Background: an optimization exercise with open tools, aiming at small area, a short achievable clock period and few clock cycles. Do not read the settings as production practice.
Only simulation tests tie the RTL to the original design; equivalence was not proved.

--- design/flow/run.sh ---
#!/bin/bash
# synth_recipe.tcl (not shown) runs the flow's synth.tcl, then flattens the netlist and writes it again
# the make line also repeats each setting of config.mk as NAME=value (left out here)
make -C /OpenROAD-flow-scripts/flow DESIGN_CONFIG=/design/flow/config.mk WORK_HOME=/design/flow/orfs CLKGATE_MAP_FILE= SYNTH_SCRIPT=/design/flow/synth_recipe.tcl finish
--- design/flow/config.mk ---
export PLATFORM = sky130hd
export DESIGN_NAME = zmc_profile
export DESIGN_NICKNAME = zmc_profile
export VERILOG_FILES = /design/flow/design.v
export SDC_FILE = /design/flow/constraint.sdc
export NUM_CORES = 4
export LEC_CHECK = 0
export CAP_MARGIN = 20
export CORE_MARGIN = 2
export CORE_UTILIZATION = 40
export PLACE_DENSITY = 0.6
export SLEW_MARGIN = 20
--- design/flow/constraint.sdc ---
create_clock -name core_clock -period 22.0 [get_ports {clk}]
set_input_delay 4.4000 -clock core_clock [delete_from_list [all_inputs] [get_ports {clk}]]
set_output_delay 4.4000 -clock core_clock [all_outputs]
set_load 0.01 [all_outputs]
--- design/flow/design.v ---
module zmc_pdiv #(
    parameter J = 0               
) (
    input  [J+31:0] rem_in,
    input  [30:0]   den,
    input           hold,
    output [J+30:0] rem_out,
    output          qbit
);
    wire [31:0] top  = rem_in[J+31:J];
    wire [32:0] diff = {1'b0, top} - {2'b00, den};
    assign qbit = !diff[32] && !hold;
    wire [30:0] ntop = qbit ? diff[30:0] : top[30:0];
    generate
        if (J > 0) begin : g_lo
            assign rem_out = {ntop, rem_in[J-1:0]};
        end else begin : g_nolo
            assign rem_out = ntop;
        end
    endgenerate
endmodule
module zmc_profile #(
    parameter PPR = 2000    
) (
    input             clk,
    input             rst,
    input             in_valid,
    output            in_ready,
    input             in_op,
    input      [31:0] in_now,
    input      [15:0] in_start,
    input      [15:0] in_target,
    input      [15:0] in_time,
    input      [15:0] in_tad,
    output reg        out_valid,
    output     [15:0] pos_sp,
    output reg [1:0]  status
);
    localparam S_MOVING   = 2'd0;
    localparam S_COMPLETE = 2'd1;
    localparam S_REJECTED = 2'd2;
    localparam S_NOPROF   = 2'd3;
    localparam [10:0] DREG = 11'b001_0010_0100;
    function integer popc;
        input [10:0] m;
        integer k;
        begin
            popc = 0;
            for (k = 0; k < 11; k = k + 1) popc = popc + m[k];
        end
    endfunction
    localparam integer NDR = popc(DREG);
    localparam integer F = 3 + NDR;      
    reg         rdy_q;
    assign in_ready = rdy_q;
    wire        acc = in_valid && rdy_q;
    reg         active;
    reg  [31:0] t0;
    reg  [15:0] pT, pA;
    reg  [10:0] pStartN, pEN;         
    reg  [10:0] pStart, pE, pD;
    reg  [30:0] pDen;
    reg         v0, op0;
    reg  [31:0] now0;                 
    reg  [F:1]  vv, drv;              
    reg  [1:0]  stt [1:F];            
    reg  [F:1]  dcc, zq;              
    wire        rej   = ({1'b0, pT} <= {pA, 1'b0});
    wire [15:0] kk    = (pA == 16'd0) ? 16'd1 : pA;
    wire [31:0] t     = now0 - t0;
    wire [15:0] t16   = t[15:0];
    wire        fin   = (t[31:16] != 16'd0) || (t16 >= pT);
    wire [15:0] u     = pT - t16;
    wire        ph_a  = (t16 < pA);
    wire        ph_d  = (u < pA);
    wire [16:0] tw    = {t16, 1'b0} - {1'b0, pA};
    wire [16:0] tma2  = {pT, 1'b0} - {pA, 1'b0};
    wire        dflight = |(drv[F-1:1] & vv[F-1:1]);
    wire        hold0   = v0 && op0 && !rej && dflight;
    wire        adv0    = v0 && !hold0;
    wire        dnr0    = v0 && op0 && !rej;      
    reg  [14:0] a1;
    reg  [16:0] b1;
    reg  [1:0]  st_s1;
    reg         dec_s1, zq_s1;
    always @* begin
        a1     = kk[14:0];
        b1     = tma2;
        st_s1  = S_MOVING;
        dec_s1 = 1'b0;
        zq_s1  = 1'b0;
        if (op0) begin
            zq_s1 = 1'b1;
            if (rej) st_s1 = S_REJECTED;
        end else if (!active) begin
            st_s1 = S_NOPROF;
        end else if (fin) begin
            st_s1  = S_COMPLETE;
            dec_s1 = 1'b1;
            zq_s1  = 1'b1;
        end else if (ph_a) begin
            a1 = t16[14:0];
            b1 = {2'b00, t16[14:0]};
        end else if (ph_d) begin
            a1 = u[14:0];
            b1 = {2'b00, u[14:0]};
            dec_s1 = 1'b1;
        end else begin
            b1 = tw;
        end
    end
    wire [15:0] tgt = now0[31:16];
    wire [11:0] e_s = {1'b0, tgt[10:0]} + {2'b00, tgt[15:11], 5'd0} + {3'b000, tgt[15:11], 4'd0};
    wire [10:0] e_m = (e_s >= 12'd2000) ? e_s - 12'd2000 : e_s[10:0];
    reg  [14:0] a_q;
    reg  [16:0] b_q;
    wire [31:0] prod = a_q * b_q;
    wire [11:0] dsub = {1'b0, pEN} - {1'b0, pStartN};
    wire [10:0] d_n  = dsub[11] ? dsub[10:0] + 11'd2000 : dsub[10:0];
    reg  [30:0] p_q;
    wire [10:0] deff = drv[2] ? 11'd1 : pD;
    wire [41:0] nn   = deff * p_q;
    wire [41:0] rs [0:11];
    wire [10:0] qs [0:11];
    wire [11:0] fv, fdrv, fdec, fzq;      
    wire [1:0]  fst [0:11];
    reg  [41:0] n_q;
    assign rs[0]  = n_q;
    assign qs[0]  = 11'd0;
    assign fv[0]  = vv[3];
    assign fdrv[0] = drv[3];
    assign fdec[0] = dcc[3];
    assign fzq[0]  = zq[3];
    assign fst[0]  = stt[3];
    genvar s;
    generate
        for (s = 0; s < 11; s = s + 1) begin : g_div
            localparam J = 10 - s;
            wire [J+30:0] ro;
            wire          qb;
            zmc_pdiv #(.J(J)) u_step (
                .rem_in(rs[s][J+31:0]), .den(pDen), .hold(fdrv[s]),
                .rem_out(ro), .qbit(qb)
            );
            wire [41:0] rnext = {{(11-J){1'b0}}, ro};
            wire [10:0] qnext = qs[s] | ({10'd0, qb} << J);
            if (DREG[s]) begin : g_r
                reg [41:0] r_q;
                reg [10:0] q_q;
                always @(posedge clk) begin
                    r_q <= rnext;
                    q_q <= qnext;
                end
                assign rs[s+1]   = r_q;
                assign qs[s+1]   = q_q;
            end else begin : g_w
                assign rs[s+1]   = rnext;
                assign qs[s+1]   = qnext;
            end
        end
    endgenerate
    function integer regidx;       
        input integer sx;
        integer k;
        begin
            regidx = 3;
            for (k = 0; k <= sx; k = k + 1)
                if (DREG[k]) regidx = regidx + 1;
        end
    endfunction
    generate
        for (s = 0; s < 11; s = s + 1) begin : g_fl
            localparam integer RI = regidx(s);
            assign fv[s+1]   = vv[RI];
            assign fdrv[s+1] = drv[RI];
            assign fdec[s+1] = dcc[RI];
            assign fzq[s+1]  = zq[RI];
            assign fst[s+1]  = stt[RI];
        end
    endgenerate
    wire [30:0] rfin = rs[11][30:0];
    wire [10:0] qe   = fzq[11] ? 11'd0 : qs[11];
    wire        nze  = !fzq[11] && (rfin != 31'd0);
    wire [10:0] base = fdec[11] ? pE : (fdrv[11] ? pStartN : pStart);
    wire [12:0] sdn  = {2'b00, base} - {2'b00, qe} - {12'd0, nze};
    wire [12:0] sup  = {2'b00, base} + {2'b00, qe};
    wire [12:0] sdm  = sdn[12] ? sdn + 13'd2000 : sdn;
    wire [12:0] sum  = (sup >= 13'd2000) ? sup - 13'd2000 : sup;
    wire [10:0] posn = fdec[11] ? sdm[10:0] : sum[10:0];
    reg  [10:0] pos_q;
    assign pos_sp = {5'd0, pos_q};
    integer k;
    always @(posedge clk) begin
        if (acc) begin
            op0  <= in_op;
            now0 <= in_op ? {in_target, 5'd0, in_start[10:0]} : in_now;
            if (in_op) begin
                t0 <= in_now;
                pT <= in_time;
                pA <= in_tad;
            end
        end
        a_q <= a1;
        b_q <= b1;
        p_q <= prod[30:0];
        n_q <= nn;
        pos_q  <= posn;
        status <= fst[11];
        for (k = F; k >= 2; k = k - 1) begin
            stt[k] <= stt[k-1];
            dcc[k] <= dcc[k-1];
            zq[k]  <= zq[k-1];
            drv[k] <= drv[k-1];
        end
        stt[1] <= st_s1;
        dcc[1] <= dec_s1;
        zq[1]  <= zq_s1;
        drv[1] <= dnr0;
        if (adv0 && dnr0) begin
            pStartN <= now0[10:0];
            pEN     <= e_m;
        end
        if (vv[1] && drv[1]) pD <= d_n;
        if (fv[11] && fdrv[11]) begin
            pDen   <= rfin;
            pStart <= pStartN;
            pE     <= pEN;
        end
        if (rst) begin
            rdy_q     <= 1'b1;
            v0        <= 1'b0;
            vv        <= {F{1'b0}};
            out_valid <= 1'b0;
            active    <= 1'b0;
        end else begin
            v0 <= acc || hold0;
            vv <= {vv[F-1:1], adv0};
            out_valid <= fv[11];
            if (adv0) begin
                if (op0) active <= !rej;
                else if (active && fin) active <= 1'b0;
            end
            rdy_q <= !(acc && in_op) && !hold0 && !(adv0 && dnr0)
                     && !(|(vv[F-5:1] & drv[F-5:1]));
        end
    end
endmodule
==> run notes <==
[critical path, delay by kind of cell (launching register included)]
kind                     cells  cell delay, ns
AND/OR/NAND/NOR              5            0.96
adder cells (fa/ha/maj)      3            1.16
buffers and inverters        6            1.84
multiplexers                 3            0.91
AO/OA/AOI/OAI               23            6.09
flip-flops                   1            0.68
[cell usage in the layout (no fill, tap or decap), types with 15 or more instances in the layout]
cell and instances:
edfxtp_1 183, dfxtp_1 284, and2_1 259, or3_1 33, a21oi_1 421, a21o_1 183, nand3_1 100, clkbuf_16 61
o21bai_1 60, nor3_1 91, o31ai_1 38, a211oi_1 53, o2111ai_1 19, nor2b_1 70, nand2_1 645, nand4_1 51
ha_1 684, a31oi_1 43, o21ai_0 319, nor4_1 23, xnor2_1 309, o31a_1 15, xor2_1 127, nor2_1 357
mux2_2 216, o21a_1 91, fa_1 475, nand2b_1 84, and3_1 32, a211o_1 19, or2_2 25, a21boi_0 29
inv_1 686, buf_4 43, o211ai_1 44, clkdlybuf4s50_1 109, mux2i_1 69
[state kept, by name (all words and copies together), names as in the netlist, 11 cells and up]
signal and cells:
g_div.g_r.r_q 108, n_q 42, now0 32, t0 32
pDen 31, p_q 31, g_div.g_r.q_q 18, b_q 17
pA 16, pT 16, a_q 15, stt 12
pD 11, pEN 11, pE 11, pStartN 11
pStart 11, pos_q 11
[per-stage QoR]
stage	hold slack, ns	util
6_report	0.287	0.438
5_1_grt	0.305	0.438
4_1_cts	0.305	0.438
2_1_floorplan	0.310	-
3_3_place_gp	0.310	0.424
3_5_place_dp	0.312	0.424
[final cells by class]
| type | instances | area (sq um) | area share |
|---|---|---|---|
| well taps | 1917 | 2400 | 0.0376 |
| clock inverters | 33 | 422 | 0.00662 |
| clock buffers | 72 | 1610 | 0.0252 |
| multi-input cells | 5253 | 44000 | 0.691 |
| inverters | 690 | 2590 | 0.0407 |
| repair buffers | 155 | 1500 | 0.0235 |
| flip-flops and latches | 467 | 11200 | 0.175 |
[worst max path at each step]
stage / slack, ns / depth (start not counted) / to / from
floorplan: 12.30 / 40 / pos_q[8] / pDen[1]
global placement: 10.25 / 39 / g_div[8].g_r.r_q[5] / pDen[1]
detailed placement: 10.16 / 39 / g_div[8].g_r.r_q[5] / pDen[1]
CTS: 10.07 / 39 / g_div[8].g_r.r_q[5] / pDen[1]
global route: 8.96 / 40 / g_div[8].g_r.r_q[5] / pDen[1]
finish: 10.08 / 40 / g_div[8].g_r.r_q[11] / pDen[1]
[routing by layer]
layer	wire length [microns]	part of all wire	vias up	global-route usage
met5	0	0	-	0
met4	3460	0.023	0	0.0521
met3	7290	0.049	210	0.0285
met2	69300	0.47	1035	0.329
met1	67500	0.46	22200	0.257
li1	-	-	22900	-
[logic make-up (layout without fill, tap and decap cells)]
kind of cell,Yosys count,after routing,share of synthesized area
multiplexers,286,286,0.0536
AO/OA/AOI/OAI,1506,1506,0.168
XOR/XNOR,437,437,0.0656
other,1,5,0.0000641
AND/OR/NAND/NOR,1860,1860,0.155
adder cells (fa/ha/maj),1159,1159,0.309
buffers and inverters,888,950,0.0585
flip-flops,467,467,0.191
==> run notes <==
status=complete, no violations; Yosys top cell area share=0.162; max-capacitance violation count=0; total die area=149,000 sq um; routability cong.=~0.9; worst r2r src=pDen[1]; PnR worst setup slack=10.08 ns; worst reg2reg setup slack=around 10 ns; Root Driver=clkbuf_16; TritonRoute pass-1 iters=6; FILL cells=between 10,000 and 15,000; number of routed nets with antenna violations=0; Req. time, crit path=between 20 and 25 ns; largest net degree at the start of global routing=66; Slew headroom=0.328; initial DRC count=between 2,000 and 3,000; CORE AREA=~150,000 sq um; layout cells sized above 1=0.0678; period utilisation layout=0.542; DR DRC count=0; Worst-Skew Late Latency=0.71 ns; antenna cell count=0; Worst Path Max Fanout=49; I/O Buffers=109; Unique masters post-synth=around 110; cell with the most instances after synthesis=inv_1; clk slew on worst S/H paths=around 0.06 ns; clock sink count=roughly 470; Nets=7,883; WL final=147,000 microns; Setup Fix Bufs, Post-CTS=0; hold crit path type=reg -> reg; vias in the first global route=roughly 46,000; Syn. warnings=3; dpl hpwl=about 120,000 microns; Hold Path Sink=g_div[5].g_r.q_q[10]; placed cell count=around 8,500; Post-Syn Instances=6,604; Crit path arrival time=~12 ns; first-pass GRT wire length=approximately 240,000 microns; # IOs=120; Max Clk Rate=83.9 MHz; top cells by area, synth=fa_1 (16%), ha_1 (15%), dfxtp_1 (9.7%); EDFF count, synth=about 180; dpl cell area=~62,000 sq um; worst-margin pin slew=around 1.0 ns; fin cells=8,587; CTS max path bufs=3; Clock Skews=0.0977 ns; setup_tns=0 ns; global route total overflow=0; Total GRT Usage=0.194; CTS Buf Count=57; Hold-fix buffers, CTS=0; crit path time final=roughly 12 ns; Hold Vio Cnt, Final=0; sequential fraction of the synthesis area=0.191; largest area contributor in the netlist=fa_1; CP startpoint kind=register; syn avg cell area=approximately 9 sq um; P&R area growth vs syn=8.91%; final-report max-slew violation count=0; top cells by count, synth=inv_1 (686), ha_1 (684), nand2_1 (645); RSZ-0062 raised after global routing=false; post-route cell area=63,700 sq um; Synth Flop Type=dfxtp_1; die height=387 microns; Final Setup Violations=0; reg2reg path depth=40; DP Worst Slack=between 10 and 15 ns; routed len/inst=17.2 microns; RR Endpoint=g_div[8].g_r.r_q[11]; Syn Std Cell Area=approximately 60,000 sq um; initial antenna violation count=3; Synth async-reset ratio=0; CTS tree=done; synthesized flop and latch total=467; slowest cell on the critical path=edfxtp_1; Row Count=140; Initial Util=0.403; vias=46,400; critical setup path kind=reg -> reg; hold path depth=0; slowest cell delay on critical path=approximately 0.7 ns; CP endpoint kind=register; H-tree depth=2; post-DR vias/cell=around 5.4; Die Wd=387 microns; hold path start=g_div[2].g_r.q_q[10]; post_cts resized=0
Testbench counts, summed over its fixed seeds: cycles 12,555.

==> port drivers added, routing unchanged <==
The flow's constraints put no driver on any port. The routed layout listed below was extracted and timed again, unchanged, in two steps. Step 1, drivers: a clkbuf_16 drives clk and a buf_2 each remaining input, both assumed. Step 2 moves the port delays by t, midway between the first and last clock arrival at a register: inputs arrive t later, outputs are due t later. That takes back most of the time a late clock gives input paths. a / b / c = no drivers / after step 1 / after step 2; a / b = the first two.
t, ns: 0.738
slack for setup (ns): 10.080 / 10.080 / 10.080
hold WS [ns]: 0.287 / 0.287 / 0.287
worst register clock-pin slew, ns: 0.07 / 0.07
cell pins on the clock port's net: 1
After both steps setup and hold are still met in this run. For this run, drivers alone change the setup slack by 0.000 ns; drivers and shift together by 0.000 ns.
